From an optimization exercise on the open Yosys and OpenROAD flow, aimed at small area; shortcuts taken in it are not production practice.
Only simulation tests tie the RTL to the original design; equivalence was not proved.
Power and IR drop assume default switching activity.

`flow/config.mk`:
```
export PLATFORM = sky130hd
export DESIGN_NAME = dkb_xcvr
export DESIGN_NICKNAME = dkb_xcvr
export VERILOG_FILES = /design/flow/design.v
export SDC_FILE = /design/flow/constraint.sdc
export NUM_CORES = 4
export LEC_CHECK = 0
export CAP_MARGIN = 0
export CORE_MARGIN = 2
export CORE_UTILIZATION = 40
export CTS_BUF_LIST = sky130_fd_sc_hd__clkbuf_16
export CTS_CLUSTER_DIAMETER = 150
export CTS_CLUSTER_SIZE = 30
export SLEW_MARGIN = 0
export SYNTH_HIERARCHICAL = 1
```
`flow/constraint.sdc`:
```
create_clock -name core_clock -period 8.0 [get_ports {clk}]
set_input_delay 1.6000 -clock core_clock [delete_from_list [all_inputs] [get_ports {clk}]]
set_output_delay 1.6000 -clock core_clock [all_outputs]
set_load 0.01 [all_outputs]
```
`flow/design.v`:
```
module dkb_xcvr (
    input  wire        clk,
    input  wire        rst,           
    input  wire        start,
    input  wire [2:0]  op,
    output wire        busy,
    input  wire        host_we,
    input  wire [6:0]  host_addr,
    input  wire [15:0] host_wdata,
    output wire [15:0] host_rdata,
    output wire        ie,
    input  wire        line_i,
    output wire        drv_oe,
    output wire        drv_o
);
    localparam [2:0] OP_DELAY     = 3'd0;
    localparam [2:0] OP_TX        = 3'd1;
    localparam [2:0] OP_RX        = 3'd2;
    localparam [2:0] OP_XFER      = 3'd3;
    localparam [2:0] OP_IDENTIFY  = 3'd4;
    localparam [2:0] OP_ORIGINATE = 3'd5;
    localparam [2:0] OP_POLL      = 3'd6;
    localparam [2:0] OP_RESPOND   = 3'd7;
    localparam [3:0] S_IDLE     = 4'd0;
    localparam [3:0] S_DLYS     = 4'd1;
    localparam [3:0] S_LOAD     = 4'd2;
    localparam [3:0] S_CFG      = 4'd3;
    localparam [3:0] S_MASK     = 4'd4;
    localparam [3:0] S_TX       = 4'd5;
    localparam [3:0] S_RX       = 4'd6;
    localparam [3:0] S_CLASSIFY = 4'd7;
    localparam [3:0] S_TURN     = 4'd8;
    localparam [3:0] S_RESTORE  = 4'd9;
    localparam [1:0] RX_WAIT_LOW  = 2'd0;
    localparam [1:0] RX_WAIT_HIGH = 2'd1;
    localparam [1:0] RX_MEASURE   = 2'd2;
    reg [3:0]  seq;
    reg [2:0]  opr;
    reg [1:0]  rxs;
    reg [20:0] cnt;
    reg [3:0]  txidx;        
    reg [7:0]  sh;           
    reg        ie_r;
    reg        ie_saved;
    reg [7:0]  arg_n;
    reg [7:0]  arg_max;
    reg        arg_rumble;
    reg [15:0] arg_delay;
    reg [3:0]  res_count;    
    reg        res_ok;
    reg [2:0]  res_code;     
    reg [7:0]  txbuf      [0:2];
    reg [7:0]  rxbuf      [0:9];
    reg [7:0]  status_rec [0:2];
    reg [7:0]  origin_rec [0:9];
    reg [7:0]  report_rec [0:7];
    wire idle    = (seq == S_IDLE);
    wire respond = (opr == OP_RESPOND);
    assign busy = !idle;
    assign ie   = ie_r;
    wire z_hi  = (cnt[20:6] == 15'd0);
    wire z6    = (cnt[5:0] == 6'd0);
    wire zero  = z_hi && z6;
    wire one   = z_hi && (cnt[5:1] == 5'd0) && cnt[0];
    reg [2:0] tx_sp;
    always @(*) begin
        if (!respond)         tx_sp = 3'd1;
        else if (res_code == 3'd1) tx_sp = 3'd3;
        else if (res_code == 3'd2) tx_sp = 3'd4;
        else                  tx_sp = 3'd5;
    end
    wire [2:0] r_sp  = idle ? host_addr[6:4] : tx_sp;
    wire [3:0] r_idx = idle ? host_addr[3:0] : txidx;
    wire [5:0]  sp;
    wire [15:0] d16;
    genvar gj;
    generate
        for (gj = 0; gj < 6; gj = gj + 1) begin : g_sp
            assign sp[gj] = (r_sp == gj);
        end
        for (gj = 0; gj < 16; gj = gj + 1) begin : g_d16
            assign d16[gj] = (r_idx == gj);
        end
    endgenerate
    wire [2:0] sel_tx = {3{sp[1]}} & d16[2:0];
    wire [2:0] sel_st = {3{sp[3]}} & d16[2:0];
    wire [9:0] sel_rx = {10{sp[2]}} & d16[9:0];
    wire [9:0] sel_or = {10{sp[4]}} & d16[9:0];
    wire [7:0] sel_rp = {8{sp[5]}} & d16[7:0];
    wire [8:0] sel_rg = {9{sp[0]}} & d16[8:0];
    wire [7:0] rbyte;
    wire rd_n0_0;
    dkb_aoi222 u_rd0_0 (sel_tx[0], txbuf[0][0], sel_tx[1], txbuf[1][0], sel_tx[2], txbuf[2][0], rd_n0_0);
    wire rd_n0_1;
    dkb_aoi222 u_rd0_1 (sel_rx[0], rxbuf[0][0], sel_rx[1], rxbuf[1][0], sel_rx[2], rxbuf[2][0], rd_n0_1);
    wire rd_n0_2;
    dkb_aoi222 u_rd0_2 (sel_rx[3], rxbuf[3][0], sel_rx[4], rxbuf[4][0], sel_rx[5], rxbuf[5][0], rd_n0_2);
    wire rd_n0_3;
    dkb_aoi222 u_rd0_3 (sel_rx[6], rxbuf[6][0], sel_rx[7], rxbuf[7][0], sel_rx[8], rxbuf[8][0], rd_n0_3);
    wire rd_n0_4;
    dkb_aoi222 u_rd0_4 (sel_rx[9], rxbuf[9][0], sel_st[0], status_rec[0][0], sel_st[1], status_rec[1][0], rd_n0_4);
    wire rd_n0_5;
    dkb_aoi222 u_rd0_5 (sel_st[2], status_rec[2][0], sel_or[0], origin_rec[0][0], sel_or[1], origin_rec[1][0], rd_n0_5);
    wire rd_n0_6;
    dkb_aoi222 u_rd0_6 (sel_or[2], origin_rec[2][0], sel_or[3], origin_rec[3][0], sel_or[4], origin_rec[4][0], rd_n0_6);
    wire rd_n0_7;
    dkb_aoi222 u_rd0_7 (sel_or[5], origin_rec[5][0], sel_or[6], origin_rec[6][0], sel_or[7], origin_rec[7][0], rd_n0_7);
    wire rd_n0_8;
    dkb_aoi222 u_rd0_8 (sel_or[8], origin_rec[8][0], sel_or[9], origin_rec[9][0], sel_rp[0], report_rec[0][0], rd_n0_8);
    wire rd_n0_9;
    dkb_aoi222 u_rd0_9 (sel_rp[1], report_rec[1][0], sel_rp[2], report_rec[2][0], sel_rp[3], report_rec[3][0], rd_n0_9);
    wire rd_n0_10;
    dkb_aoi222 u_rd0_10 (sel_rp[4], report_rec[4][0], sel_rp[5], report_rec[5][0], sel_rp[6], report_rec[6][0], rd_n0_10);
    wire rd_n0_11;
    dkb_aoi222 u_rd0_11 (sel_rp[7], report_rec[7][0], sel_rg[1], arg_n[0], sel_rg[2], arg_max[0], rd_n0_11);
    wire rd_n0_12;
    dkb_aoi222 u_rd0_12 (sel_rg[3], arg_rumble, sel_rg[4], arg_delay[0], sel_rg[5], res_count[0], rd_n0_12);
    wire rd_n0_13;
    dkb_aoi222 u_rd0_13 (sel_rg[6], res_ok, sel_rg[7], res_code[0], sel_rg[8], ie_r, rd_n0_13);
    assign rbyte[0] = !(rd_n0_0 & rd_n0_1 & rd_n0_2 & rd_n0_3 & rd_n0_4 & rd_n0_5 & rd_n0_6 & rd_n0_7 & rd_n0_8 & rd_n0_9 & rd_n0_10 & rd_n0_11 & rd_n0_12 & rd_n0_13);
    wire rd_n1_0;
    dkb_aoi222 u_rd1_0 (sel_tx[0], txbuf[0][1], sel_tx[1], txbuf[1][1], sel_tx[2], txbuf[2][1], rd_n1_0);
    wire rd_n1_1;
    dkb_aoi222 u_rd1_1 (sel_rx[0], rxbuf[0][1], sel_rx[1], rxbuf[1][1], sel_rx[2], rxbuf[2][1], rd_n1_1);
    wire rd_n1_2;
    dkb_aoi222 u_rd1_2 (sel_rx[3], rxbuf[3][1], sel_rx[4], rxbuf[4][1], sel_rx[5], rxbuf[5][1], rd_n1_2);
    wire rd_n1_3;
    dkb_aoi222 u_rd1_3 (sel_rx[6], rxbuf[6][1], sel_rx[7], rxbuf[7][1], sel_rx[8], rxbuf[8][1], rd_n1_3);
    wire rd_n1_4;
    dkb_aoi222 u_rd1_4 (sel_rx[9], rxbuf[9][1], sel_st[0], status_rec[0][1], sel_st[1], status_rec[1][1], rd_n1_4);
    wire rd_n1_5;
    dkb_aoi222 u_rd1_5 (sel_st[2], status_rec[2][1], sel_or[0], origin_rec[0][1], sel_or[1], origin_rec[1][1], rd_n1_5);
    wire rd_n1_6;
    dkb_aoi222 u_rd1_6 (sel_or[2], origin_rec[2][1], sel_or[3], origin_rec[3][1], sel_or[4], origin_rec[4][1], rd_n1_6);
    wire rd_n1_7;
    dkb_aoi222 u_rd1_7 (sel_or[5], origin_rec[5][1], sel_or[6], origin_rec[6][1], sel_or[7], origin_rec[7][1], rd_n1_7);
    wire rd_n1_8;
    dkb_aoi222 u_rd1_8 (sel_or[8], origin_rec[8][1], sel_or[9], origin_rec[9][1], sel_rp[0], report_rec[0][1], rd_n1_8);
    wire rd_n1_9;
    dkb_aoi222 u_rd1_9 (sel_rp[1], report_rec[1][1], sel_rp[2], report_rec[2][1], sel_rp[3], report_rec[3][1], rd_n1_9);
    wire rd_n1_10;
    dkb_aoi222 u_rd1_10 (sel_rp[4], report_rec[4][1], sel_rp[5], report_rec[5][1], sel_rp[6], report_rec[6][1], rd_n1_10);
    wire rd_n1_11;
    dkb_aoi222 u_rd1_11 (sel_rp[7], report_rec[7][1], sel_rg[1], arg_n[1], sel_rg[2], arg_max[1], rd_n1_11);
    wire rd_n1_12;
    dkb_aoi222 u_rd1_12 (sel_rg[4], arg_delay[1], sel_rg[5], res_count[1], sel_rg[7], res_code[1], rd_n1_12);
    assign rbyte[1] = !(rd_n1_0 & rd_n1_1 & rd_n1_2 & rd_n1_3 & rd_n1_4 & rd_n1_5 & rd_n1_6 & rd_n1_7 & rd_n1_8 & rd_n1_9 & rd_n1_10 & rd_n1_11 & rd_n1_12);
    wire rd_n2_0;
    dkb_aoi222 u_rd2_0 (sel_tx[0], txbuf[0][2], sel_tx[1], txbuf[1][2], sel_tx[2], txbuf[2][2], rd_n2_0);
    wire rd_n2_1;
    dkb_aoi222 u_rd2_1 (sel_rx[0], rxbuf[0][2], sel_rx[1], rxbuf[1][2], sel_rx[2], rxbuf[2][2], rd_n2_1);
    wire rd_n2_2;
    dkb_aoi222 u_rd2_2 (sel_rx[3], rxbuf[3][2], sel_rx[4], rxbuf[4][2], sel_rx[5], rxbuf[5][2], rd_n2_2);
    wire rd_n2_3;
    dkb_aoi222 u_rd2_3 (sel_rx[6], rxbuf[6][2], sel_rx[7], rxbuf[7][2], sel_rx[8], rxbuf[8][2], rd_n2_3);
    wire rd_n2_4;
    dkb_aoi222 u_rd2_4 (sel_rx[9], rxbuf[9][2], sel_st[0], status_rec[0][2], sel_st[1], status_rec[1][2], rd_n2_4);
    wire rd_n2_5;
    dkb_aoi222 u_rd2_5 (sel_st[2], status_rec[2][2], sel_or[0], origin_rec[0][2], sel_or[1], origin_rec[1][2], rd_n2_5);
    wire rd_n2_6;
    dkb_aoi222 u_rd2_6 (sel_or[2], origin_rec[2][2], sel_or[3], origin_rec[3][2], sel_or[4], origin_rec[4][2], rd_n2_6);
    wire rd_n2_7;
    dkb_aoi222 u_rd2_7 (sel_or[5], origin_rec[5][2], sel_or[6], origin_rec[6][2], sel_or[7], origin_rec[7][2], rd_n2_7);
    wire rd_n2_8;
    dkb_aoi222 u_rd2_8 (sel_or[8], origin_rec[8][2], sel_or[9], origin_rec[9][2], sel_rp[0], report_rec[0][2], rd_n2_8);
    wire rd_n2_9;
    dkb_aoi222 u_rd2_9 (sel_rp[1], report_rec[1][2], sel_rp[2], report_rec[2][2], sel_rp[3], report_rec[3][2], rd_n2_9);
    wire rd_n2_10;
    dkb_aoi222 u_rd2_10 (sel_rp[4], report_rec[4][2], sel_rp[5], report_rec[5][2], sel_rp[6], report_rec[6][2], rd_n2_10);
    wire rd_n2_11;
    dkb_aoi222 u_rd2_11 (sel_rp[7], report_rec[7][2], sel_rg[1], arg_n[2], sel_rg[2], arg_max[2], rd_n2_11);
    wire rd_n2_12;
    dkb_aoi222 u_rd2_12 (sel_rg[4], arg_delay[2], sel_rg[5], res_count[2], sel_rg[7], res_code[2], rd_n2_12);
    assign rbyte[2] = !(rd_n2_0 & rd_n2_1 & rd_n2_2 & rd_n2_3 & rd_n2_4 & rd_n2_5 & rd_n2_6 & rd_n2_7 & rd_n2_8 & rd_n2_9 & rd_n2_10 & rd_n2_11 & rd_n2_12);
    wire rd_n3_0;
    dkb_aoi222 u_rd3_0 (sel_tx[0], txbuf[0][3], sel_tx[1], txbuf[1][3], sel_tx[2], txbuf[2][3], rd_n3_0);
    wire rd_n3_1;
    dkb_aoi222 u_rd3_1 (sel_rx[0], rxbuf[0][3], sel_rx[1], rxbuf[1][3], sel_rx[2], rxbuf[2][3], rd_n3_1);
    wire rd_n3_2;
    dkb_aoi222 u_rd3_2 (sel_rx[3], rxbuf[3][3], sel_rx[4], rxbuf[4][3], sel_rx[5], rxbuf[5][3], rd_n3_2);
    wire rd_n3_3;
    dkb_aoi222 u_rd3_3 (sel_rx[6], rxbuf[6][3], sel_rx[7], rxbuf[7][3], sel_rx[8], rxbuf[8][3], rd_n3_3);
    wire rd_n3_4;
    dkb_aoi222 u_rd3_4 (sel_rx[9], rxbuf[9][3], sel_st[0], status_rec[0][3], sel_st[1], status_rec[1][3], rd_n3_4);
    wire rd_n3_5;
    dkb_aoi222 u_rd3_5 (sel_st[2], status_rec[2][3], sel_or[0], origin_rec[0][3], sel_or[1], origin_rec[1][3], rd_n3_5);
    wire rd_n3_6;
    dkb_aoi222 u_rd3_6 (sel_or[2], origin_rec[2][3], sel_or[3], origin_rec[3][3], sel_or[4], origin_rec[4][3], rd_n3_6);
    wire rd_n3_7;
    dkb_aoi222 u_rd3_7 (sel_or[5], origin_rec[5][3], sel_or[6], origin_rec[6][3], sel_or[7], origin_rec[7][3], rd_n3_7);
    wire rd_n3_8;
    dkb_aoi222 u_rd3_8 (sel_or[8], origin_rec[8][3], sel_or[9], origin_rec[9][3], sel_rp[0], report_rec[0][3], rd_n3_8);
    wire rd_n3_9;
    dkb_aoi222 u_rd3_9 (sel_rp[1], report_rec[1][3], sel_rp[2], report_rec[2][3], sel_rp[3], report_rec[3][3], rd_n3_9);
    wire rd_n3_10;
    dkb_aoi222 u_rd3_10 (sel_rp[4], report_rec[4][3], sel_rp[5], report_rec[5][3], sel_rp[6], report_rec[6][3], rd_n3_10);
    wire rd_n3_11;
    dkb_aoi222 u_rd3_11 (sel_rp[7], report_rec[7][3], sel_rg[1], arg_n[3], sel_rg[2], arg_max[3], rd_n3_11);
    wire rd_n3_12 = !((sel_rg[4] & arg_delay[3]) | (sel_rg[5] & res_count[3]));
    assign rbyte[3] = !(rd_n3_0 & rd_n3_1 & rd_n3_2 & rd_n3_3 & rd_n3_4 & rd_n3_5 & rd_n3_6 & rd_n3_7 & rd_n3_8 & rd_n3_9 & rd_n3_10 & rd_n3_11 & rd_n3_12);
    wire rd_n4_0;
    dkb_aoi222 u_rd4_0 (sel_tx[0], txbuf[0][4], sel_tx[1], txbuf[1][4], sel_tx[2], txbuf[2][4], rd_n4_0);
    wire rd_n4_1;
    dkb_aoi222 u_rd4_1 (sel_rx[0], rxbuf[0][4], sel_rx[1], rxbuf[1][4], sel_rx[2], rxbuf[2][4], rd_n4_1);
    wire rd_n4_2;
    dkb_aoi222 u_rd4_2 (sel_rx[3], rxbuf[3][4], sel_rx[4], rxbuf[4][4], sel_rx[5], rxbuf[5][4], rd_n4_2);
    wire rd_n4_3;
    dkb_aoi222 u_rd4_3 (sel_rx[6], rxbuf[6][4], sel_rx[7], rxbuf[7][4], sel_rx[8], rxbuf[8][4], rd_n4_3);
    wire rd_n4_4;
    dkb_aoi222 u_rd4_4 (sel_rx[9], rxbuf[9][4], sel_st[0], status_rec[0][4], sel_st[1], status_rec[1][4], rd_n4_4);
    wire rd_n4_5;
    dkb_aoi222 u_rd4_5 (sel_st[2], status_rec[2][4], sel_or[0], origin_rec[0][4], sel_or[1], origin_rec[1][4], rd_n4_5);
    wire rd_n4_6;
    dkb_aoi222 u_rd4_6 (sel_or[2], origin_rec[2][4], sel_or[3], origin_rec[3][4], sel_or[4], origin_rec[4][4], rd_n4_6);
    wire rd_n4_7;
    dkb_aoi222 u_rd4_7 (sel_or[5], origin_rec[5][4], sel_or[6], origin_rec[6][4], sel_or[7], origin_rec[7][4], rd_n4_7);
    wire rd_n4_8;
    dkb_aoi222 u_rd4_8 (sel_or[8], origin_rec[8][4], sel_or[9], origin_rec[9][4], sel_rp[0], report_rec[0][4], rd_n4_8);
    wire rd_n4_9;
    dkb_aoi222 u_rd4_9 (sel_rp[1], report_rec[1][4], sel_rp[2], report_rec[2][4], sel_rp[3], report_rec[3][4], rd_n4_9);
    wire rd_n4_10;
    dkb_aoi222 u_rd4_10 (sel_rp[4], report_rec[4][4], sel_rp[5], report_rec[5][4], sel_rp[6], report_rec[6][4], rd_n4_10);
    wire rd_n4_11;
    dkb_aoi222 u_rd4_11 (sel_rp[7], report_rec[7][4], sel_rg[1], arg_n[4], sel_rg[2], arg_max[4], rd_n4_11);
    wire rd_n4_12 = !((sel_rg[4] & arg_delay[4]));
    assign rbyte[4] = !(rd_n4_0 & rd_n4_1 & rd_n4_2 & rd_n4_3 & rd_n4_4 & rd_n4_5 & rd_n4_6 & rd_n4_7 & rd_n4_8 & rd_n4_9 & rd_n4_10 & rd_n4_11 & rd_n4_12);
    wire rd_n5_0;
    dkb_aoi222 u_rd5_0 (sel_tx[0], txbuf[0][5], sel_tx[1], txbuf[1][5], sel_tx[2], txbuf[2][5], rd_n5_0);
    wire rd_n5_1;
    dkb_aoi222 u_rd5_1 (sel_rx[0], rxbuf[0][5], sel_rx[1], rxbuf[1][5], sel_rx[2], rxbuf[2][5], rd_n5_1);
    wire rd_n5_2;
    dkb_aoi222 u_rd5_2 (sel_rx[3], rxbuf[3][5], sel_rx[4], rxbuf[4][5], sel_rx[5], rxbuf[5][5], rd_n5_2);
    wire rd_n5_3;
    dkb_aoi222 u_rd5_3 (sel_rx[6], rxbuf[6][5], sel_rx[7], rxbuf[7][5], sel_rx[8], rxbuf[8][5], rd_n5_3);
    wire rd_n5_4;
    dkb_aoi222 u_rd5_4 (sel_rx[9], rxbuf[9][5], sel_st[0], status_rec[0][5], sel_st[1], status_rec[1][5], rd_n5_4);
    wire rd_n5_5;
    dkb_aoi222 u_rd5_5 (sel_st[2], status_rec[2][5], sel_or[0], origin_rec[0][5], sel_or[1], origin_rec[1][5], rd_n5_5);
    wire rd_n5_6;
    dkb_aoi222 u_rd5_6 (sel_or[2], origin_rec[2][5], sel_or[3], origin_rec[3][5], sel_or[4], origin_rec[4][5], rd_n5_6);
    wire rd_n5_7;
    dkb_aoi222 u_rd5_7 (sel_or[5], origin_rec[5][5], sel_or[6], origin_rec[6][5], sel_or[7], origin_rec[7][5], rd_n5_7);
    wire rd_n5_8;
    dkb_aoi222 u_rd5_8 (sel_or[8], origin_rec[8][5], sel_or[9], origin_rec[9][5], sel_rp[0], report_rec[0][5], rd_n5_8);
    wire rd_n5_9;
    dkb_aoi222 u_rd5_9 (sel_rp[1], report_rec[1][5], sel_rp[2], report_rec[2][5], sel_rp[3], report_rec[3][5], rd_n5_9);
    wire rd_n5_10;
    dkb_aoi222 u_rd5_10 (sel_rp[4], report_rec[4][5], sel_rp[5], report_rec[5][5], sel_rp[6], report_rec[6][5], rd_n5_10);
    wire rd_n5_11;
    dkb_aoi222 u_rd5_11 (sel_rp[7], report_rec[7][5], sel_rg[1], arg_n[5], sel_rg[2], arg_max[5], rd_n5_11);
    wire rd_n5_12 = !((sel_rg[4] & arg_delay[5]));
    assign rbyte[5] = !(rd_n5_0 & rd_n5_1 & rd_n5_2 & rd_n5_3 & rd_n5_4 & rd_n5_5 & rd_n5_6 & rd_n5_7 & rd_n5_8 & rd_n5_9 & rd_n5_10 & rd_n5_11 & rd_n5_12);
    wire rd_n6_0;
    dkb_aoi222 u_rd6_0 (sel_tx[0], txbuf[0][6], sel_tx[1], txbuf[1][6], sel_tx[2], txbuf[2][6], rd_n6_0);
    wire rd_n6_1;
    dkb_aoi222 u_rd6_1 (sel_rx[0], rxbuf[0][6], sel_rx[1], rxbuf[1][6], sel_rx[2], rxbuf[2][6], rd_n6_1);
    wire rd_n6_2;
    dkb_aoi222 u_rd6_2 (sel_rx[3], rxbuf[3][6], sel_rx[4], rxbuf[4][6], sel_rx[5], rxbuf[5][6], rd_n6_2);
    wire rd_n6_3;
    dkb_aoi222 u_rd6_3 (sel_rx[6], rxbuf[6][6], sel_rx[7], rxbuf[7][6], sel_rx[8], rxbuf[8][6], rd_n6_3);
    wire rd_n6_4;
    dkb_aoi222 u_rd6_4 (sel_rx[9], rxbuf[9][6], sel_st[0], status_rec[0][6], sel_st[1], status_rec[1][6], rd_n6_4);
    wire rd_n6_5;
    dkb_aoi222 u_rd6_5 (sel_st[2], status_rec[2][6], sel_or[0], origin_rec[0][6], sel_or[1], origin_rec[1][6], rd_n6_5);
    wire rd_n6_6;
    dkb_aoi222 u_rd6_6 (sel_or[2], origin_rec[2][6], sel_or[3], origin_rec[3][6], sel_or[4], origin_rec[4][6], rd_n6_6);
    wire rd_n6_7;
    dkb_aoi222 u_rd6_7 (sel_or[5], origin_rec[5][6], sel_or[6], origin_rec[6][6], sel_or[7], origin_rec[7][6], rd_n6_7);
    wire rd_n6_8;
    dkb_aoi222 u_rd6_8 (sel_or[8], origin_rec[8][6], sel_or[9], origin_rec[9][6], sel_rp[0], report_rec[0][6], rd_n6_8);
    wire rd_n6_9;
    dkb_aoi222 u_rd6_9 (sel_rp[1], report_rec[1][6], sel_rp[2], report_rec[2][6], sel_rp[3], report_rec[3][6], rd_n6_9);
    wire rd_n6_10;
    dkb_aoi222 u_rd6_10 (sel_rp[4], report_rec[4][6], sel_rp[5], report_rec[5][6], sel_rp[6], report_rec[6][6], rd_n6_10);
    wire rd_n6_11;
    dkb_aoi222 u_rd6_11 (sel_rp[7], report_rec[7][6], sel_rg[1], arg_n[6], sel_rg[2], arg_max[6], rd_n6_11);
    wire rd_n6_12 = !((sel_rg[4] & arg_delay[6]));
    assign rbyte[6] = !(rd_n6_0 & rd_n6_1 & rd_n6_2 & rd_n6_3 & rd_n6_4 & rd_n6_5 & rd_n6_6 & rd_n6_7 & rd_n6_8 & rd_n6_9 & rd_n6_10 & rd_n6_11 & rd_n6_12);
    wire rd_n7_0;
    dkb_aoi222 u_rd7_0 (sel_tx[0], txbuf[0][7], sel_tx[1], txbuf[1][7], sel_tx[2], txbuf[2][7], rd_n7_0);
    wire rd_n7_1;
    dkb_aoi222 u_rd7_1 (sel_rx[0], rxbuf[0][7], sel_rx[1], rxbuf[1][7], sel_rx[2], rxbuf[2][7], rd_n7_1);
    wire rd_n7_2;
    dkb_aoi222 u_rd7_2 (sel_rx[3], rxbuf[3][7], sel_rx[4], rxbuf[4][7], sel_rx[5], rxbuf[5][7], rd_n7_2);
    wire rd_n7_3;
    dkb_aoi222 u_rd7_3 (sel_rx[6], rxbuf[6][7], sel_rx[7], rxbuf[7][7], sel_rx[8], rxbuf[8][7], rd_n7_3);
    wire rd_n7_4;
    dkb_aoi222 u_rd7_4 (sel_rx[9], rxbuf[9][7], sel_st[0], status_rec[0][7], sel_st[1], status_rec[1][7], rd_n7_4);
    wire rd_n7_5;
    dkb_aoi222 u_rd7_5 (sel_st[2], status_rec[2][7], sel_or[0], origin_rec[0][7], sel_or[1], origin_rec[1][7], rd_n7_5);
    wire rd_n7_6;
    dkb_aoi222 u_rd7_6 (sel_or[2], origin_rec[2][7], sel_or[3], origin_rec[3][7], sel_or[4], origin_rec[4][7], rd_n7_6);
    wire rd_n7_7;
    dkb_aoi222 u_rd7_7 (sel_or[5], origin_rec[5][7], sel_or[6], origin_rec[6][7], sel_or[7], origin_rec[7][7], rd_n7_7);
    wire rd_n7_8;
    dkb_aoi222 u_rd7_8 (sel_or[8], origin_rec[8][7], sel_or[9], origin_rec[9][7], sel_rp[0], report_rec[0][7], rd_n7_8);
    wire rd_n7_9;
    dkb_aoi222 u_rd7_9 (sel_rp[1], report_rec[1][7], sel_rp[2], report_rec[2][7], sel_rp[3], report_rec[3][7], rd_n7_9);
    wire rd_n7_10;
    dkb_aoi222 u_rd7_10 (sel_rp[4], report_rec[4][7], sel_rp[5], report_rec[5][7], sel_rp[6], report_rec[6][7], rd_n7_10);
    wire rd_n7_11;
    dkb_aoi222 u_rd7_11 (sel_rp[7], report_rec[7][7], sel_rg[1], arg_n[7], sel_rg[2], arg_max[7], rd_n7_11);
    wire rd_n7_12 = !((sel_rg[4] & arg_delay[7]));
    assign rbyte[7] = !(rd_n7_0 & rd_n7_1 & rd_n7_2 & rd_n7_3 & rd_n7_4 & rd_n7_5 & rd_n7_6 & rd_n7_7 & rd_n7_8 & rd_n7_9 & rd_n7_10 & rd_n7_11 & rd_n7_12);
    assign host_rdata = {{8{sel_rg[4]}} & arg_delay[15:8], rbyte};
    reg [3:0] txlen;
    always @(*) begin
        case (opr)
            OP_TX, OP_XFER: txlen = {2'd0, arg_n[1:0]};
            OP_POLL:        txlen = 4'd3;
            OP_RESPOND:     txlen = (res_code == 3'd1) ? 4'd3 : (res_code == 3'd2) ? 4'd10 : 4'd8;
            default:        txlen = 4'd1;
        endcase
    end
    wire tx_stop = (txidx == txlen);
    wire tx_bit  = tx_stop || rbyte[cnt[8:6]];
    wire tx_low  = tx_bit ? (cnt[5:4] == 2'b11) : (cnt[5:4] != 2'b00);
    assign drv_oe = (seq == S_CFG) || (seq == S_MASK && !respond) || (seq == S_TX);
    assign drv_o  = !(seq == S_TX && tx_low);
    reg [3:0] maxlen;
    always @(*) begin
        case (opr)
            OP_IDENTIFY:  maxlen = 4'd3;
            OP_ORIGINATE: maxlen = 4'd10;
            OP_POLL:      maxlen = 4'd8;
            default:      maxlen = arg_max[3:0];
        endcase
    end
    wire [7:0] rx_v     = {sh[6:0], line_i};
    wire [3:0] txidx_inc = txidx + 4'd1;
    wire [3:0] rc_inc    = res_count + 4'd1;
    wire rx_full   = respond ? (txidx_inc == 4'd3) : (rc_inc == maxlen);
    wire rx_sample = (seq == S_RX) && (rxs == RX_MEASURE) && zero;
    wire rx_store  = rx_sample && sh[7];
    wire rx_wait   = (seq == S_RX) && (rxs != RX_MEASURE);
    wire rx_hit    = line_i == (rxs == RX_WAIT_HIGH);
    wire rx_exit   = (rx_wait && !rx_hit && zero) || (rx_store && rx_full);
    reg [2:0] cls_code;
    always @(*) begin
        if (txidx == 4'd1)      cls_code = (res_code == 3'd1 || res_code == 3'd2) ? res_code : 3'd0;
        else if (txidx == 4'd3) cls_code = res_code;
        else                    cls_code = 3'd0;
    end
    wire n_ok = (arg_n   >= 8'd1) && (arg_n   <= 8'd3);
    wire m_ok = (arg_max >= 8'd1) && (arg_max <= 8'd10);
    reg  start_ok;
    always @(*) begin
        case (op)
            OP_TX:   start_ok = n_ok;
            OP_RX:   start_ok = m_ok;
            OP_XFER: start_ok = n_ok && m_ok;
            default: start_ok = 1'b1;
        endcase
    end
    wire go = idle && start && start_ok;
    wire enter_tx = (go && op == OP_TX) ||
                    (seq == S_MASK && !respond) ||
                    (seq == S_TURN && zero);
    wire tx_end   = (seq == S_TX) && z6 && tx_stop;
    wire enter_rx = (go && op == OP_RX) ||
                    (seq == S_MASK && respond) ||
                    (tx_end && opr != OP_TX && !respond);
    wire hw = idle && host_we;
    wire [3:0] h_idx = host_addr[3:0];
    reg [7:0] wd;
    always @(*) begin
        if (idle)                wd = host_wdata[7:0];
        else if (seq == S_RX)    wd = rx_v;
        else if (seq == S_LOAD)  wd = {1'b0, opr != OP_IDENTIFY, 5'd0, opr == OP_ORIGINATE};
        else if (seq == S_CFG)   wd = 8'h03;
        else                     wd = {7'd0, arg_rumble};
    end
    wire poll = (opr == OP_POLL);
    wire rx_store_buf = rx_store && !respond;
    integer i;
    always @(posedge clk) begin
        for (i = 0; i < 3; i = i + 1) begin
            if ((hw && sel_tx[i]) ||
                (i == 0 && seq == S_LOAD) ||
                (i == 1 && seq == S_CFG && poll) ||
                (i == 2 && seq == S_MASK && poll))
                txbuf[i] <= wd;
            if (hw && sel_st[i])
                status_rec[i] <= wd;
        end
        for (i = 0; i < 10; i = i + 1) begin
            if ((hw && sel_rx[i]) ||
                (rx_store_buf && res_count == i[3:0]))
                rxbuf[i] <= wd;
            if (hw && sel_or[i])
                origin_rec[i] <= wd;
        end
        for (i = 0; i < 8; i = i + 1) begin
            if (hw && sel_rp[i])
                report_rec[i] <= wd;
        end
    end
    always @(posedge clk) begin
        cnt <= cnt - 21'd1;
        if (go && op == OP_DELAY)
            cnt <= {5'd0, arg_delay};
        if (enter_tx)
            cnt <= 21'd0;
        if (enter_rx)
            cnt <= {21{1'b1}};
        if (rx_wait && rx_hit)
            cnt <= (rxs == RX_WAIT_HIGH) ? 21'd127 : 21'd31;
        if (rx_sample && !rx_exit)
            cnt <= 21'd127;
        if (seq == S_CLASSIFY)
            cnt <= 21'd127;
        if (go)
            opr <= op;
        if (seq == S_MASK)
            ie_saved <= ie_r;
        if (enter_tx)
            txidx <= 4'hf;
        else if (enter_rx)
            txidx <= 4'd0;
        else if ((seq == S_TX && z6 && cnt[8:6] == 3'd0 && !tx_stop) ||
                 (rx_store && respond))
            txidx <= txidx_inc;
        if (enter_rx) begin
            rxs <= RX_WAIT_LOW;
            sh  <= 8'd1;
        end else if (rx_wait && rx_hit) begin
            rxs <= (rxs == RX_WAIT_HIGH) ? RX_WAIT_LOW : RX_MEASURE;
        end else if (rx_sample) begin
            rxs <= RX_WAIT_HIGH;
            sh  <= sh[7] ? 8'd1 : rx_v;
        end
    end
    always @(posedge clk) begin
        if (rst) begin
            seq        <= S_IDLE;
            arg_n      <= 8'd0;
            arg_max    <= 8'd0;
            arg_rumble <= 1'b0;
            arg_delay  <= 16'd0;
            res_count  <= 4'd0;
            res_ok     <= 1'b0;
            res_code   <= 3'd0;
        end else begin
            if (hw) begin
                if (sel_rg[1]) arg_n      <= host_wdata[7:0];
                if (sel_rg[2]) arg_max    <= host_wdata[7:0];
                if (sel_rg[3]) arg_rumble <= host_wdata[0];
                if (sel_rg[4]) arg_delay  <= host_wdata;
                if (sel_rg[8]) ie_r       <= host_wdata[0];
            end
            if (enter_rx && !(seq == S_MASK && respond))
                res_count <= 4'd0;
            else if (rx_store_buf)
                res_count <= rc_inc;
            if (rx_store && respond) begin
                case (txidx[1:0])
                    2'd0:    res_code <= (rx_v == 8'h00) ? 3'd1 :
                                         (rx_v == 8'h41) ? 3'd2 :
                                         (rx_v == 8'h40) ? 3'd3 : 3'd0;
                    2'd1:    res_code <= (res_code == 3'd3 && rx_v == 8'h03) ? 3'd3 : 3'd0;
                    default: res_code <= (res_code == 3'd3) ? 3'd3 + {1'b0, rx_v[1:0]} : 3'd0;
                endcase
            end
            case (seq)
                S_IDLE: begin
                    if (go) begin
                        case (op)
                            OP_DELAY:   if (arg_delay != 16'd0) seq <= S_DLYS;
                            OP_TX:      seq <= S_TX;
                            OP_RX:      seq <= S_RX;
                            OP_XFER:    seq <= S_CFG;
                            OP_RESPOND: seq <= S_MASK;
                            default:    seq <= S_LOAD;
                        endcase
                    end
                end
                S_DLYS:  if (one) seq <= S_IDLE;
                S_LOAD:  seq <= S_CFG;
                S_CFG:   seq <= S_MASK;
                S_MASK: begin
                    ie_r <= 1'b0;
                    seq  <= respond ? S_RX : S_TX;
                end
                S_TX: begin
                    if (tx_end) begin
                        if (opr == OP_TX) seq <= S_IDLE;
                        else if (respond) seq <= S_RESTORE;
                        else              seq <= S_RX;
                    end
                end
                S_RX: begin
                    if (rx_exit) begin
                        if (opr == OP_RX) seq <= S_IDLE;
                        else if (respond) seq <= S_CLASSIFY;
                        else              seq <= S_RESTORE;
                    end
                end
                S_CLASSIFY: begin
                    res_code <= cls_code;
                    seq      <= (cls_code == 3'd0) ? S_RESTORE : S_TURN;
                end
                S_TURN:     if (zero) seq <= S_TX;
                S_RESTORE: begin
                    ie_r <= ie_saved;
                    seq  <= S_IDLE;
                    if (!respond && opr != OP_XFER)
                        res_ok <= (res_count == maxlen);
                end
                default: seq <= S_IDLE;
            endcase
        end
    end
endmodule
module dkb_aoi222 (
    input  wire a1, input wire a2,
    input  wire b1, input wire b2,
    input  wire c1, input wire c2,
    output wire y
);
    assign y = !((a1 && a2) || (b1 && b2) || (c1 && c2));
endmodule
```
`flow/flow/run.sh`:
```
#!/bin/bash
# Standard ORFS layout, except that the port buffers are the smallest buffer
# cell (buffer_ports -buffer_cell) instead of the one ORFS picks by default.
# The synthesis is the standard one, run unchanged first.
set -euo pipefail
bash standard.sh synth > synth.log 2>&1
BUFFER_PORTS_ARGS="-buffer_cell sky130_fd_sc_hd__buf_1" bash standard.sh finish > layout.log 2>&1
```
`flow/standard.sh`:
```
#!/bin/bash
# synth_recipe.tcl (not shown) runs the flow's synth.tcl, then flattens the netlist and writes it again
# the make line also repeats each setting of config.mk as NAME=value (left out here)
make -C /OpenROAD-flow-scripts/flow DESIGN_CONFIG=/design/flow/config.mk WORK_HOME=/design/flow/orfs CLKGATE_MAP_FILE= SYNTH_SCRIPT=/design/flow/synth_recipe.tcl "${@:-finish}"
```
==> results of run 1 <==
[Yosys stat by module (local to each module, per instance)]
module | cells inside | flops+latches | copies in the design | cell area (um^2)
dkb_aoi222 | 1 | 0 | 100 | 10.0
dkb_xcvr | 1130 | 357 | 1 | 14300
[sequential cells by signal, summed over array words and instances (netlist names)]
signal and cells:
arg_rumble 1, arg_max 8, res_ok 1, status_rec 24
arg_n 8, txidx 4, rxs 2, txbuf 24
rxbuf 80, opr 3, ie_r 1, seq 4
report_rec 64, ie_saved 1, origin_rec 80, sh 8
cnt 21, res_count 4, res_code 3, arg_delay 16
[cells in the mapped netlist (5+ instances only)]
library cell,n,area (um^2)
clkbuf_1,43,161
nor4_1,13,81.3
o31ai_1,8,60.1
edfxtp_1,277,8320
nand3_1,52,260
nor2_1,132,495
mux2i_1,11,110
xnor2_1,20,175
inv_1,22,82.6
a211oi_1,9,67.6
o21a_1,11,82.6
or4_1,7,52.6
nor3_1,13,65.1
nand2_1,96,360
nand2b_1,10,62.6
nand4_1,28,175
and2_1,11,68.8
a21oi_1,72,360
a222oi_1,100,1000
nor2b_1,12,75.1
nand3b_1,9,67.6
xor2_1,9,78.8
or3_1,6,37.5
nor3b_1,6,45.0
a22o_1,6,52.6
o21ai_0,57,285
and3_1,7,43.8
dfxtp_1,80,1600
buf_2,5,25.0
ha_1,13,163
a31oi_1,8,50.1
[cells by family after synthesis]
group,count (synthesis)
multiplexers,14
AND/OR/NAND/NOR,425
buffers and inverters,77
XOR/XNOR,29
AO/OA/AOI/OAI,315
flip-flops,357
adder cells (fa/ha/maj),13
[metal layers]
| layer | up-vias | routed length [um] |
|---|---|---|
| met1 | 5580 | 18700 |
| met5 | - | 0 |
| met3 | 91 | 4460 |
| met2 | 611 | 20000 |
| met4 | 0 | 1620 |
| li1 | 4967 | - |
[through the flow]
stage | std cells | instance area (um^2) | hold slack [ns] | power, mW
after floorplan | 1230 | 15300 | 0.452 | 3.17
after global placement | 1769 | 16200 | 0.474 | 3.66
after detailed placement | 1769 | 16200 | 0.476 | 3.67
after CTS | 1795 | 16600 | 0.496 | 4.55
after global routing | 1795 | 16600 | 0.524 | 4.73
final | 1795 | 16600 | 0.494 | 4.54
[final timing paths]
| path | endpoint | start | cells past startpoint |
|---|---|---|---|
| worst min register to register | sh[3] | sh[3] | 2 |
| worst max register to register | rxbuf[6][4] | cnt[2] | 8 |
| worst min-delay path | sh[3] | sh[3] | 2 |
| worst max-delay path | drv_o | host_addr[1] | 14 |
[final cells by class]
type | instances | area (um^2) | share of cell area
Sequential cell | 357 | 9920 | 0.598
Multi-Input combinational cell | 796 | 5090 | 0.307
Tap cell | 511 | 639 | 0.0385
Timing Repair Buffer | 81 | 422 | 0.0254
Clock buffer | 15 | 375 | 0.0226
Inverter | 24 | 90.1 | 0.00543
Clock inverter | 11 | 47.5 | 0.00287
[power groups by stage]
stage,combinational [mW],clock (mW),sequential (mW)
4_1_cts,1.20,0.916,2.44
3_3_place_gp,1.19,0,2.48
5_1_grt,1.32,0.964,2.45
6_report,1.21,0.897,2.44
3_5_place_dp,1.19,0,2.48
2_1_floorplan,0.751,0,2.42
[critical path: cells and delay by family]
family                 cells  cell delay [ns]
muxes                      1             0.47
and+or+nand+nor            5             1.61
AOI/OAI and AO/OA          6             1.50
buffers and inverters      2             0.31
==> out/metrics.csv, run 1 <==
stage;metric;value;unit
route;first_pass_iters;10;
cts;cts_hold_buf;0;
sta;worst_pin_slew;1.05;ns
yosys;synthFlopType;edfxtp_1;
yosys;synth_compound_area_frac;0.153;
place;dp_hpwl;31200;um
yosys;yosysWarnings;17;
yosys;synth_cells;1230;
route;drtIter0Drc;1829;
yosys;async_flop_share;0;
sta;grt_setup_unrepaired;false;
power;pwr-share-clk;0.198;
run_status;run_status;complete, no violations;
run;max-cap-violations;0;
global_route;grt_pass1_vias;10300;
hold_path;worstHoldPathType;reg -> reg;
route;wl_per_cell;25.0;um
sta;finalSetupViolations;0;
finish;nFillCells;3526;
global_route;antenna_found_initial;1;
die;fp.dieH;199;um
die;core-area;37700;um^2
yosys;synth-xor-area-share;0.0166;
sta;timing.final.crit_period;7.13;ns
cts;clk_pin_slew;0.12;ns
global_route;grt_use_met1;0.313;
critical_path;critPathArrivalTime;5.53;ns
sta;worst_slack;0.872;ns
global_route;grt.overflow.total;0;
yosys;synth-seq-cells;357;
critical_path;cpPeakStageDelay;0.73;ns
critical_path;startpoint_type;input port;
yosys;syn-num-nets;1274;
yosys;syn_area;15300;um^2
yosys;synth.area.mux_share;0.0102;
die;row_count;71;
cts;cts_tree;built;
place;gp_congestion;0.973;
global_route;use_met3;0.0466;
route;drt_wl_total;44800;um
global_route;grt_pass1_wl;65900;um
sta;finalClockSkew;0.0201;ns
die;die_w;199;um
yosys;ys_seq_area_frac;0.649;
sta;relSlewSlack;0.297;
power;powerDensity;274;nW/um^2
die;die_area;39800;um^2
die;initial_core_util;0.406;
yosys;synth_edf_count;277;
power;seqPwrFrac;0.537;
route;routed_via_density;6.27;
critical_path;crit_required;6.40;ns
finish;nNetsFinal;1319;
critical_path;slowest_stage;nand2_1;
cts;cts_setup_buffers;0;
cts;cts_resized;0;
yosys;syn_avg_cell_area;12.4;um^2
place;dp_slack;1.04;ns
power;ir_drop;0.000177;V
sta;fin_crit_sh;0.891;
die;io_pins;51;
sta;finalMaxSlewViolations;0;
power;swShare;0.335;
cts;clk-insertion-delay-late;0.53;ns
place;io_buffers;50;
yosys;synth_simple_gate_area_share;0.141;
cts;htreeDepth;1;
cts;numCtsBuffers;15;
yosys;synth_top_family_by_area;compound AO/OA/AOI/OAI gates;
route;postRouteAntennaNets;0;
sta;hold_viol_final;0;
yosys;ys_types;79;
yosys;synthAdderAreaFrac;0.0106;
sta;fin_tns_setup;0;ns
finish;n_antenna_cell;0;
global_route;grt.busiest_layer;met2;
power;comb_power_share;0.265;
critical_path;critPathMaxFanout;20;
route;num_vias;11200;
finish;final_core_util;0.440;
critical_path;rrSetupSlack;4.37;ns
cts;cts_root_buf;clkbuf_16;
critical_path;endpoint_kind;primary output;
critical_path;worstPathCellList;buf_1 > nand3b_1 > o21ai_0 > nand2_1 > nor2_1 > a222oi_1 > nand4_1 > a2111o_1 > mux4_2 > nor2_1 > o21ai_1 > o21ai_1 > a21oi_1 > buf_1;
finish;mostFrequentLayoutCells;277 x edfxtp_1, 131 x nor2_1, 100 x a222oi_1;
critical_path;path_class;in -> out;
global_route;track_usage;0.223;
sta;fmax;140;MHz
route;drc;0;
global_route;grt_max_degree;44;
cts;cts_sinks;357;
finish;drive_gt1_frac;0.0600;
power;p_leak;5.26;nW
finish;final_common_cell;edfxtp_1;
global_route;met2_usage;0.345;
finish;area_delta_synth_final;8.57;%
cts;cts_buffer_depth;3;
power;internal-power;3.02;mW
power;power.switching;1.52;mW
==> run 2, diff against run 1 <==
==> flow/run.sh (new file) <==
#!/bin/bash
# synth_recipe.tcl (not shown) runs the flow's synth.tcl, then flattens the netlist and writes it again
# the make line also repeats each setting of config.mk as NAME=value (left out here)
make -C /OpenROAD-flow-scripts/flow DESIGN_CONFIG=/design/flow/config.mk WORK_HOME=/design/flow/orfs CLKGATE_MAP_FILE= SYNTH_SCRIPT=/design/flow/synth_recipe.tcl finish
==> flow/config.mk (replaced) <==
export PLATFORM = sky130hd
export DESIGN_NAME = dkb_xcvr
export DESIGN_NICKNAME = dkb_xcvr
export VERILOG_FILES = /design/flow/design.v
export SDC_FILE = /design/flow/constraint.sdc
export NUM_CORES = 4
export LEC_CHECK = 0
export CAP_MARGIN = 20
export CORE_MARGIN = 2
export CORE_UTILIZATION = 40
export CTS_BUF_LIST = sky130_fd_sc_hd__clkbuf_8
export CTS_CLUSTER_DIAMETER = 100
export CTS_CLUSTER_SIZE = 16
export SLEW_MARGIN = 20
export SYNTH_HIERARCHICAL = 1
removed: flow/flow/run.sh
removed: flow/standard.sh
==> out/metrics.csv, run 2 <==
stage;metric;value;unit;change
cts;cts_setup_buffers;0;;unchanged
yosys;synthMostInstantiatedCell;edfxtp_1;;unchanged
cts;cts_tree;built;;unchanged
die;die_w;199;um;unchanged
route;wl_per_cell;24.5;um;was 25.0 um
yosys;ys_types;79;;unchanged
yosys;yosysTopAreaCellShare;0.544;;unchanged
critical_path;critPathArrivalTime;6.21;ns;was 5.53 ns
hold_path;hp-start;arg_delay[15];;was sh[3]
place;io_buffers;50;;unchanged
yosys;synth-seq-cells;357;;unchanged
cts;cts_sinks;357;;unchanged
critical_path;path_class;in -> out;;unchanged
place;placed_area;16500;um^2;was 16,200 um^2
cts;numCtsBuffers;26;;was 15
global_route;antenna_found_initial;1;;unchanged
route;first_pass_iters;6;;was 10
power;ir_drop;0.000175;V;was 0.000177 V
run;max-cap-violations;0;;unchanged
sta;fmax;128;MHz;was 140 MHz
yosys;async_flop_share;0;;unchanged
yosys;synth_edf_count;277;;unchanged
sta;timing.final.crit_period;7.81;ns;was 7.13 ns
cts;clk_pin_slew;0.11;ns;was 0.12 ns
die;fp.dieH;199;um;unchanged
sta;worst_pin_slew;1.08;ns;was 1.05 ns
cts;cts_buffer_depth;3;;unchanged
yosys;synth_area_leaders;edfxtp_1 54%, dfxtp_1 10%, a222oi_1 6.6%;;unchanged
die;initial_core_util;0.406;;unchanged
finish;mostFrequentLayoutCells;277 x edfxtp_1, 131 x nor2_1, 100 x a222oi_1;;unchanged
finish;final_common_cell;edfxtp_1;;unchanged
hold_path;worstHoldPathCells;2;;unchanged
critical_path;worstReg2RegStart;seq[2];;was cnt[2]
global_route;grt.overflow.total;0;;unchanged
yosys;synthFlopType;edfxtp_1;;unchanged
place;dp_hpwl;30200;um;was 31,200 um
finish;stdcell_area;16900;um^2;was 16,600 um^2
critical_path;rrSetupSlack;4.16;ns;was 4.37 ns
cts;cts_resized;0;;unchanged
die;row_count;71;;unchanged
finish;area_delta_synth_final;10.8;%;was 8.57%
critical_path;startpoint_type;input port;;unchanged
critical_path;rr_worst_depth;5;;was 8
die;core-area;37700;um^2;unchanged
power;powerDensity;270;nW/um^2;was 274 nW/um^2
yosys;syn_avg_cell_area;12.4;um^2;unchanged
route;postRouteAntennaNets;0;;unchanged
route;routed_via_density;6.13;;was 6.27
global_route;grt_pass1_wl;66300;um;was 65,900 um
finish;biggestRegsByFlops;origin_rec x80, rxbuf x80, report_rec x64;;unchanged
route;num_vias;11100;;was 11,200
route;drt_wl_total;44500;um;was 44,800 um
yosys;yosys-top-cells-count;277 x edfxtp_1, 132 x nor2_1, 100 x a222oi_1;;unchanged
yosys;ys_seq_area_frac;0.649;;unchanged
place;gp_congestion;0.892;;was 0.973
critical_path;critPathMaxFanout;8;;was 20
global_route;grt_pass1_vias;10500;;was 10,300
sta;finalClockSkew;0.0253;ns;was 0.0201 ns
power;p_leak;5.45;nW;was 5.26 nW
critical_path;startpoint;host_addr[1];;unchanged
yosys;syn_area;15300;um^2;unchanged
run_status;run_status;complete, no violations;;unchanged
critical_path;rr_endpoint;origin_rec[1][7];;was rxbuf[6][4]
finish;drive_gt1_frac;0.0682;;was 0.0600
hold_path;worstHoldPathType;reg -> reg;;unchanged
cts;clk-insertion-delay-late;0.64;ns;was 0.53 ns
sta;relSlewSlack;0.272;;was 0.297
critical_path;crit_required;6.40;ns;about the same
sta;finalMaxSlewViolations;0;;unchanged
hold_path;holdPathEnd;arg_delay[15];;was sh[3]
cts;cts_hold_buf;0;;unchanged
sta;fin_crit_sh;0.976;;was 0.891
critical_path;endpoint_kind;primary output;;unchanged
global_route;grt_max_degree;44;;unchanged
finish;n_antenna_cell;0;;unchanged
die;die_area;39800;um^2;unchanged
yosys;yosysWarnings;17;;unchanged
sta;grt_setup_unrepaired;false;;unchanged
die;io_pins;51;;unchanged
sta;hold_viol_final;0;;unchanged
global_route;track_usage;0.224;;was 0.223
finish;nNetsFinal;1330;;was 1,319
route;drc;0;;unchanged
cts;cts_root_buf;clkbuf_8;;was clkbuf_16
yosys;netlist.top_cell.by_area;edfxtp_1;;unchanged
cts;htreeDepth;1;;unchanged
route;drtIter0Drc;1593;;was 1,829
yosys;synth_cells;1230;;unchanged
sta;fin_tns_setup;0;ns;unchanged
sta;finalSetupViolations;0;;unchanged
yosys;syn-num-nets;1274;;unchanged
## run 2: cell counts after synthesis
Identical to the previous run, type by type.
## run 2: layout make-up
cell class,count,area [um^2]
Fill cell,3480,20700
Multi-Input combinational cell,796,5100
Timing Repair Buffer,81,728
Clock buffer,26,358
Tap cell,511,639
Clock inverter,21,98.8
Inverter,24,90.1
Sequential cell,357,9920
## run 2: Yosys stat by module (local to each module, per instance)
module / cell area, um^2 / cells / flops+latches / copies in the design
dkb_aoi222: 10.0 / 1 / 0 / 100
dkb_xcvr: 14300 / 1130 / 357 / 1
## run 2: power by group
group | switching [mW] | leakage (nW) | internal [mW]
Clock | 0.602 | 0.301 | 0.311
Sequential | 0.128 | 3.17 | 2.32
Combinational | 0.833 | 1.97 | 0.381
Total | 1.56 | 5.45 | 3.01
## run 2: metal layers
metal / GRT usage / part of all wire
met3: 0.0493 / 0.091
met2: 0.345 / 0.45
met1: 0.310 / 0.42
met5: 0 / 0.00018
met4: 0.0859 / 0.038
## run 2: kinds of logic after synthesis
group / after synthesis / share of synthesized area
AO/OA/AOI/OAI: 315 / 0.153
XOR/XNOR: 29 / 0.0166
adder cells (fa/ha/maj): 13 / 0.0106
buffers and inverters: 77 / 0.0198
flip-flops: 357 / 0.649
multiplexers: 14 / 0.0102
AND/OR/NAND/NOR: 425 / 0.141
## run 2: per-stage QoR
step	total power, mW	utilization	std cells	hold slack, ns	setup WS, ns
final	4.57	0.449	1816	0.497	0.193
after global routing	4.77	0.449	1816	0.528	0.0811
after CTS	4.57	0.449	1816	0.499	0.359
after detailed placement	3.68	0.437	1769	0.478	0.389
after global placement	3.66	0.437	1769	0.475	0.383
after floorplan	3.17	-	1230	0.452	2.14
## run 2: worst max path at each step
stage / cells past startpoint / to / slack (ns)
global placement: 14 / drv_o / 0.38
CTS: 14 / drv_o / 0.36
detailed placement: 14 / drv_o / 0.39
finish: 14 / drv_o / 0.19
floorplan: 14 / drv_o / 2.14
global route: 13 / drv_o / 0.08
## run 2: worst max-delay path, cell delays in order
cell             delay (ns)
clkdlybuf4s50_1        0.56
nor3_1                 0.08
a31o_2                 0.23
nand2_1                0.46
nor2_1                 0.31
a222oi_1               0.63
nand4_1                0.37
or4_1                  0.65
mux2i_1                0.18
o221a_1                0.21
o21ai_1                0.15
o21ai_1                0.16
a21oi_1                0.11
clkdlybuf4s50_1        0.49
==> run 3, diff against run 2 <==
--- a/flow/design.v
+++ b/flow/design.v
@@ -41,6 +41,5 @@
     reg [3:0]  txidx;        
     reg [7:0]  sh;           
-    reg        ie_r;
-    reg        ie_saved;
+    reg        ie_r;         
     reg [7:0]  arg_n;
     reg [7:0]  arg_max;
@@ -58,5 +57,8 @@
     wire respond = (opr == OP_RESPOND);
     assign busy = !idle;
-    assign ie   = ie_r;
+    wire session = opr[2] || (opr[1] && opr[0]);
+    wire masked  = session && (seq == S_TX || seq == S_RX || seq == S_CLASSIFY ||
+                               seq == S_TURN || seq == S_RESTORE);
+    assign ie = ie_r && !masked;
     wire z_hi  = (cnt[20:6] == 15'd0);
     wire z6    = (cnt[5:0] == 6'd0);
@@ -65,5 +67,5 @@
     reg [2:0] tx_sp;
     always @(*) begin
-        if (!respond)         tx_sp = 3'd1;
+        if (!respond)         tx_sp = (seq == S_RX) ? 3'd2 : 3'd1;
         else if (res_code == 3'd1) tx_sp = 3'd3;
         else if (res_code == 3'd2) tx_sp = 3'd4;
@@ -321,5 +323,6 @@
     always @(*) begin
         case (opr)
-            OP_IDENTIFY:  maxlen = 4'd3;
+            OP_IDENTIFY,
+            OP_RESPOND:   maxlen = 4'd3;
             OP_ORIGINATE: maxlen = 4'd10;
             OP_POLL:      maxlen = 4'd8;
@@ -329,6 +332,5 @@
     wire [7:0] rx_v     = {sh[6:0], line_i};
     wire [3:0] txidx_inc = txidx + 4'd1;
-    wire [3:0] rc_inc    = res_count + 4'd1;
-    wire rx_full   = respond ? (txidx_inc == 4'd3) : (rc_inc == maxlen);
+    wire rx_full   = (txidx_inc == maxlen);
     wire rx_sample = (seq == S_RX) && (rxs == RX_MEASURE) && zero;
     wire rx_store  = rx_sample && sh[7];
@@ -373,11 +375,9 @@
     wire poll = (opr == OP_POLL);
     wire rx_store_buf = rx_store && !respond;
+    wire op_wr = (seq == S_LOAD) || ((seq == S_CFG || seq == S_MASK) && poll);
     integer i;
     always @(posedge clk) begin
         for (i = 0; i < 3; i = i + 1) begin
-            if ((hw && sel_tx[i]) ||
-                (i == 0 && seq == S_LOAD) ||
-                (i == 1 && seq == S_CFG && poll) ||
-                (i == 2 && seq == S_MASK && poll))
+            if ((hw || op_wr) && sel_tx[i])
                 txbuf[i] <= wd;
             if (hw && sel_st[i])
@@ -385,6 +385,5 @@
         end
         for (i = 0; i < 10; i = i + 1) begin
-            if ((hw && sel_rx[i]) ||
-                (rx_store_buf && res_count == i[3:0]))
+            if ((hw || rx_store_buf) && sel_rx[i])
                 rxbuf[i] <= wd;
             if (hw && sel_or[i])
@@ -412,12 +411,10 @@
         if (go)
             opr <= op;
-        if (seq == S_MASK)
-            ie_saved <= ie_r;
         if (enter_tx)
             txidx <= 4'hf;
-        else if (enter_rx)
+        else if (enter_rx || go)
             txidx <= 4'd0;
         else if ((seq == S_TX && z6 && cnt[8:6] == 3'd0 && !tx_stop) ||
-                 (rx_store && respond))
+                 rx_store || seq == S_LOAD || seq == S_CFG)
             txidx <= txidx_inc;
         if (enter_rx) begin
@@ -433,4 +430,11 @@
     always @(posedge clk) begin
         if (rst) begin
+            if (masked) ie_r <= 1'b0;
+        end else if (hw && sel_rg[8]) begin
+            ie_r <= host_wdata[0];
+        end
+    end
+    always @(posedge clk) begin
+        if (rst) begin
             seq        <= S_IDLE;
             arg_n      <= 8'd0;
@@ -447,10 +451,9 @@
                 if (sel_rg[3]) arg_rumble <= host_wdata[0];
                 if (sel_rg[4]) arg_delay  <= host_wdata;
-                if (sel_rg[8]) ie_r       <= host_wdata[0];
             end
             if (enter_rx && !(seq == S_MASK && respond))
                 res_count <= 4'd0;
             else if (rx_store_buf)
-                res_count <= rc_inc;
+                res_count <= txidx_inc;
             if (rx_store && respond) begin
                 case (txidx[1:0])
@@ -479,5 +482,4 @@
                 S_CFG:   seq <= S_MASK;
                 S_MASK: begin
-                    ie_r <= 1'b0;
                     seq  <= respond ? S_RX : S_TX;
                 end
@@ -502,5 +504,4 @@
                 S_TURN:     if (zero) seq <= S_TX;
                 S_RESTORE: begin
-                    ie_r <= ie_saved;
                     seq  <= S_IDLE;
                     if (!respond && opr != OP_XFER)
==> flow/flow/run.sh (new file) <==
#!/bin/bash
# Standard ORFS layout with three changes that only shrink buffering:
#  - port buffers use the smallest buffer cell (buffer_ports -buffer_cell)
#  - timing-driven global placement does not keep its trial buffers
#    (repair_design after placement still fixes every slew/cap violation)
#  - clock tree synthesis adds no dummy loads
# The synthesis is the standard one, run unchanged first.
set -euo pipefail
bash standard.sh synth > synth.log 2>&1
export BUFFER_PORTS_ARGS="-buffer_cell sky130_fd_sc_hd__buf_1"
export GPL_KEEP_OVERFLOW=0
export CTS_ARGS="-sink_clustering_enable -repair_clock_nets -dont_use_dummy_load -buf_list sky130_fd_sc_hd__clkbuf_8 -sink_clustering_size 16 -sink_clustering_max_diameter 100"
bash standard.sh finish > layout.log 2>&1
==> flow/standard.sh (new file) <==
#!/bin/bash
# synth_recipe.tcl (not shown) runs the flow's synth.tcl, then flattens the netlist and writes it again
# the make line also repeats each setting of config.mk as NAME=value (left out here)
make -C /OpenROAD-flow-scripts/flow DESIGN_CONFIG=/design/flow/config.mk WORK_HOME=/design/flow/orfs CLKGATE_MAP_FILE= SYNTH_SCRIPT=/design/flow/synth_recipe.tcl "${@:-finish}"
--- a/flow/config.mk
+++ b/flow/config.mk
@@ -8,5 +8,5 @@
 export CAP_MARGIN = 20
 export CORE_MARGIN = 2
-export CORE_UTILIZATION = 40
+export CORE_UTILIZATION = 60
 export CTS_BUF_LIST = sky130_fd_sc_hd__clkbuf_8
 export CTS_CLUSTER_DIAMETER = 100
removed: flow/run.sh
==> out/metrics.csv, run 3 <==
stage;metric;value;unit;change
route;num_vias;10800;;was 11,100
cts;cts_hold_buf;0;;unchanged
cts;clk-insertion-delay-late;0.61;ns;was 0.64 ns
sta;worst_pin_slew;1.05;ns;was 1.08 ns
power;internal-power;3.14;mW;was 3.01 mW
finish;layout.cells.non_filler;1571;;was 1,816
critical_path;endpoint_kind;primary output;;unchanged
route;postRouteAntennaNets;0;;unchanged
critical_path;startpoint;seq[1];;was host_addr[1]
sta;fin_crit_sh;0.950;;was 0.976
die;core-area;25000;um^2;was 37,700 um^2
die;initial_core_util;0.607;;was 0.406
finish;drive_gt1_frac;0.0605;;was 0.0682
hold_path;hp-start;sh[4];;was arg_delay[15]
global_route;grt.overflow.total;0;;unchanged
yosys;ys_seq_area_frac;0.653;;was 0.649
finish;final_common_cell;edfxtp_1;;unchanged
sta;finalMaxSlewViolations;0;;unchanged
finish;nNetsFinal;1281;;was 1,330
cts;cts_sinks;356;;was 357
yosys;synth_edf_count;276;;was 277
die;row_count;58;;was 71
yosys;netlist.top_cell.by_area;edfxtp_1;;unchanged
place;placed_area;15800;um^2;was 16,500 um^2
global_route;grt_pass1_wl;63600;um;was 66,300 um
cts;cts_tree;built;;unchanged
route;first_pass_iters;7;;was 6
cts;cts_root_buf;clkbuf_8;;unchanged
yosys;syn-num-nets;1240;;was 1,274
run;max-cap-violations;0;;unchanged
critical_path;worstReg2RegStart;seq[1];;was seq[2]
sta;fmax;132;MHz;was 128 MHz
yosys;yosysTopAreaCellShare;0.547;;was 0.544
finish;stdcell_area;16200;um^2;was 16,900 um^2
cts;cts_setup_buffers;0;;unchanged
critical_path;critPathArrivalTime;6.00;ns;was 6.21 ns
sta;hold_viol_final;0;;unchanged
global_route;track_usage;0.323;;was 0.224
finish;final_core_util;0.647;;was 0.449
place;dp_hpwl;30300;um;was 30,200 um
finish;mostFrequentLayoutCells;276 x edfxtp_1, 144 x nor2_1, 112 x nand2_1;;was 277 x edfxtp_1, 131 x nor2_1, 100 x a222oi_1
power;p_leak;5.13;nW;was 5.45 nW
die;die_area;26500;um^2;was 39,800 um^2
yosys;synth_area_leaders;edfxtp_1 55%, dfxtp_1 11%, a222oi_1 6.6%;;was edfxtp_1 54%, dfxtp_1 10%, a222oi_1 6.6%
power;ir_drop;0.000237;V;was 0.000175 V
global_route;grt_max_degree;35;;was 44
critical_path;path_class;reg -> out;;was in -> out
sta;relSlewSlack;0.303;;was 0.272
cts;cts_buffer_depth;3;;unchanged
yosys;synthFlopType;edfxtp_1;;unchanged
finish;area_delta_synth_final;6.66;%;was 10.8%
yosys;async_flop_share;0;;unchanged
finish;biggestRegsByFlops;origin_rec x80, rxbuf x80, report_rec x64;;unchanged
route;drtIter0Drc;1763;;was 1,593
route;wl_per_cell;27.2;um;was 24.5 um
route;routed_via_density;6.90;;was 6.13
route;drc;0;;unchanged
yosys;syn_area;15100;um^2;was 15,300 um^2
die;die_w;163;um;was 199 um
yosys;yosysWarnings;17;;unchanged
global_route;grt_use_met1;0.445;;was 0.310
cts;cts_resized;0;;unchanged
power;seqPwrFrac;0.504;;was 0.535
global_route;grt_pass1_vias;10200;;was 10,500
power;power.switching;1.81;mW;was 1.56 mW
power;power;4.95;mW;was 4.57 mW
run_status;run_status;complete, no violations;;unchanged
sta;whs;0.509;ns;was 0.497 ns
hold_path;worstHoldPathType;reg -> reg;;unchanged
die;io_pins;51;;unchanged
yosys;yosys-top-cells-count;276 x edfxtp_1, 145 x nor2_1, 112 x nand2_1;;was 277 x edfxtp_1, 132 x nor2_1, 100 x a222oi_1
global_route;antenna_found_initial;1;;unchanged
sta;grt_setup_unrepaired;false;;unchanged
die;fp.dieH;163;um;was 199 um
sta;timing.final.crit_period;7.60;ns;was 7.81 ns
power;pwr-share-clk;0.170;;was 0.200
place;io_buffers;50;;unchanged
place;gp_congestion;0.954;;was 0.892
power;powerDensity;306;nW/um^2;was 270 nW/um^2
route;drt_wl_total;42700;um;was 44,500 um
critical_path;crit_required;6.40;ns;about the same
cts;clk_pin_slew;0.11;ns;about the same
critical_path;startpoint_type;flip-flop;;was input port
power;swShare;0.365;;was 0.342
power;comb_power_share;0.326;;was 0.266
critical_path;critPathMaxFanout;25;;was 8
global_route;grt.busiest_layer;met2;;unchanged
sta;finalSetupViolations;0;;unchanged
global_route;use_met3;0.0532;;was 0.0493
yosys;synthMostInstantiatedCell;edfxtp_1;;unchanged
cts;numCtsBuffers;26;;unchanged
cts;htreeDepth;1;;unchanged
global_route;met2_usage;0.519;;was 0.345
yosys;ys_types;80;;was 79
yosys;syn_avg_cell_area;12.6;um^2;was 12.4 um^2
sta;finalClockSkew;0.0571;ns;was 0.0253 ns
yosys;synth_cells;1201;;was 1,230
place;dp_cells;1544;;was 1,769
yosys;synth-seq-cells;356;;was 357
run 3: final timing paths:
| check | to | slack (ns) | depth (start not counted) |
|---|---|---|---|
| setup / recovery | drv_o | 0.40 | 14 |
| hold / removal | sh[4] | 0.51 | 2 |
| setup reg to reg | arg_delay[10] | 3.74 | 8 |
| hold reg to reg | sh[4] | 0.51 | 2 |
run 3: final cells by class:
type / instances / area [um^2]
flip-flops and latches: 356 / 9890
fillers: 1911 / 8810
inverters: 16 / 60.1
repair buffers: 61 / 410
diodes: 1 / 2.50
clock buffers: 26 / 358
well taps: 330 / 413
multi-input cells: 781 / 5020
run 3: cells by family (layout without fill, tap and decap cells):
logic type / count (synthesis) / in the layout / synth area share
multiplexers: 22 / 22 / 0.0146
AND/OR/NAND/NOR: 439 / 439 / 0.142
XOR/XNOR: 30 / 30 / 0.0173
buffers and inverters: 64 / 103 / 0.0195
flip-flops: 356 / 356 / 0.653
adder cells (fa/ha/maj): 8 / 8 / 0.00661
AO/OA/AOI/OAI: 282 / 282 / 0.147
other: 0 / 1 / 0
run 3: routing by layer:
| metal | part of all wire | up-vias |
|---|---|---|
| met5 | 0 | - |
| met4 | 0.042 | 0 |
| met3 | 0.096 | 96 |
| met2 | 0.47 | 606 |
| met1 | 0.39 | 5293 |
| li1 | - | 4838 |
run 3: worst max-delay path, stage by stage, from the launching register on:
cell and delay, ns:
dfxtp_1 0.63, nor4_4 0.68, buf_8 0.23, inv_1 0.26, nand2_1 0.17, o31ai_1 0.16, nand2_1 0.56, nor2_1 0.34
a222oi_1 0.67, nand4_1 0.21, or3_1 0.44, a221o_1 0.30, o21a_1 0.21, o31a_1 0.34, buf_1 0.16
run 3: through the flow:
step	setup WS (ns)	setup TNS, ns
after CTS	0.554	0
final	0.400	0
after global placement	-1.09	-3.98
after detailed placement	1.24	0
after global routing	0.289	0
after floorplan	2.36	0
run 3: power groups by stage:
stage	clock, mW	combinational [mW]	sequential [mW]
finish	0.839	1.62	2.49
detailed placement	0	1.59	2.53
global route	0.914	1.73	2.51
global placement	0	1.42	2.55
floorplan	0	0.964	2.45
CTS	0.853	1.60	2.49
run 3: Yosys stat by module, one instance, submodules excluded:
module,flops+latches,cells,times used,area (um^2)
dkb_xcvr,356,1101,1,14100
dkb_aoi222,0,1,100,10.0

## static timing again, ports no longer ideal
The flow's constraints put no driver on any port. The routed layouts listed below were extracted and timed again, unchanged, in two steps.
Step 1 sets driving cells, clkbuf_16 on the clock port and buf_2 on the other inputs (assumed; they add their load-dependent delay and slew).
Step 2 moves the port delays by t, midway between the first and last clock arrival at a register: inputs arrive t later, outputs are due t later. That takes back most of the time a late clock gives input paths.
Slacks: ideal / step 1 / step 2; pairs: ideal / step 1.
run | t (ns) | slack for setup (ns) | worst setup path after step 2
run 1 | 0.561 | 0.872 / 0.851 / 0.851 | input to output
run 2 | 0.671 | 0.193 / 0.156 / 0.156 | input to output
run 3 | 0.631 | 0.400 / 0.352 / 0.983 | register to output
After both steps every run listed still meets setup and hold. For run 2, which loses most, drivers alone change the setup slack by -0.037 ns; drivers and shift together by -0.037 ns.
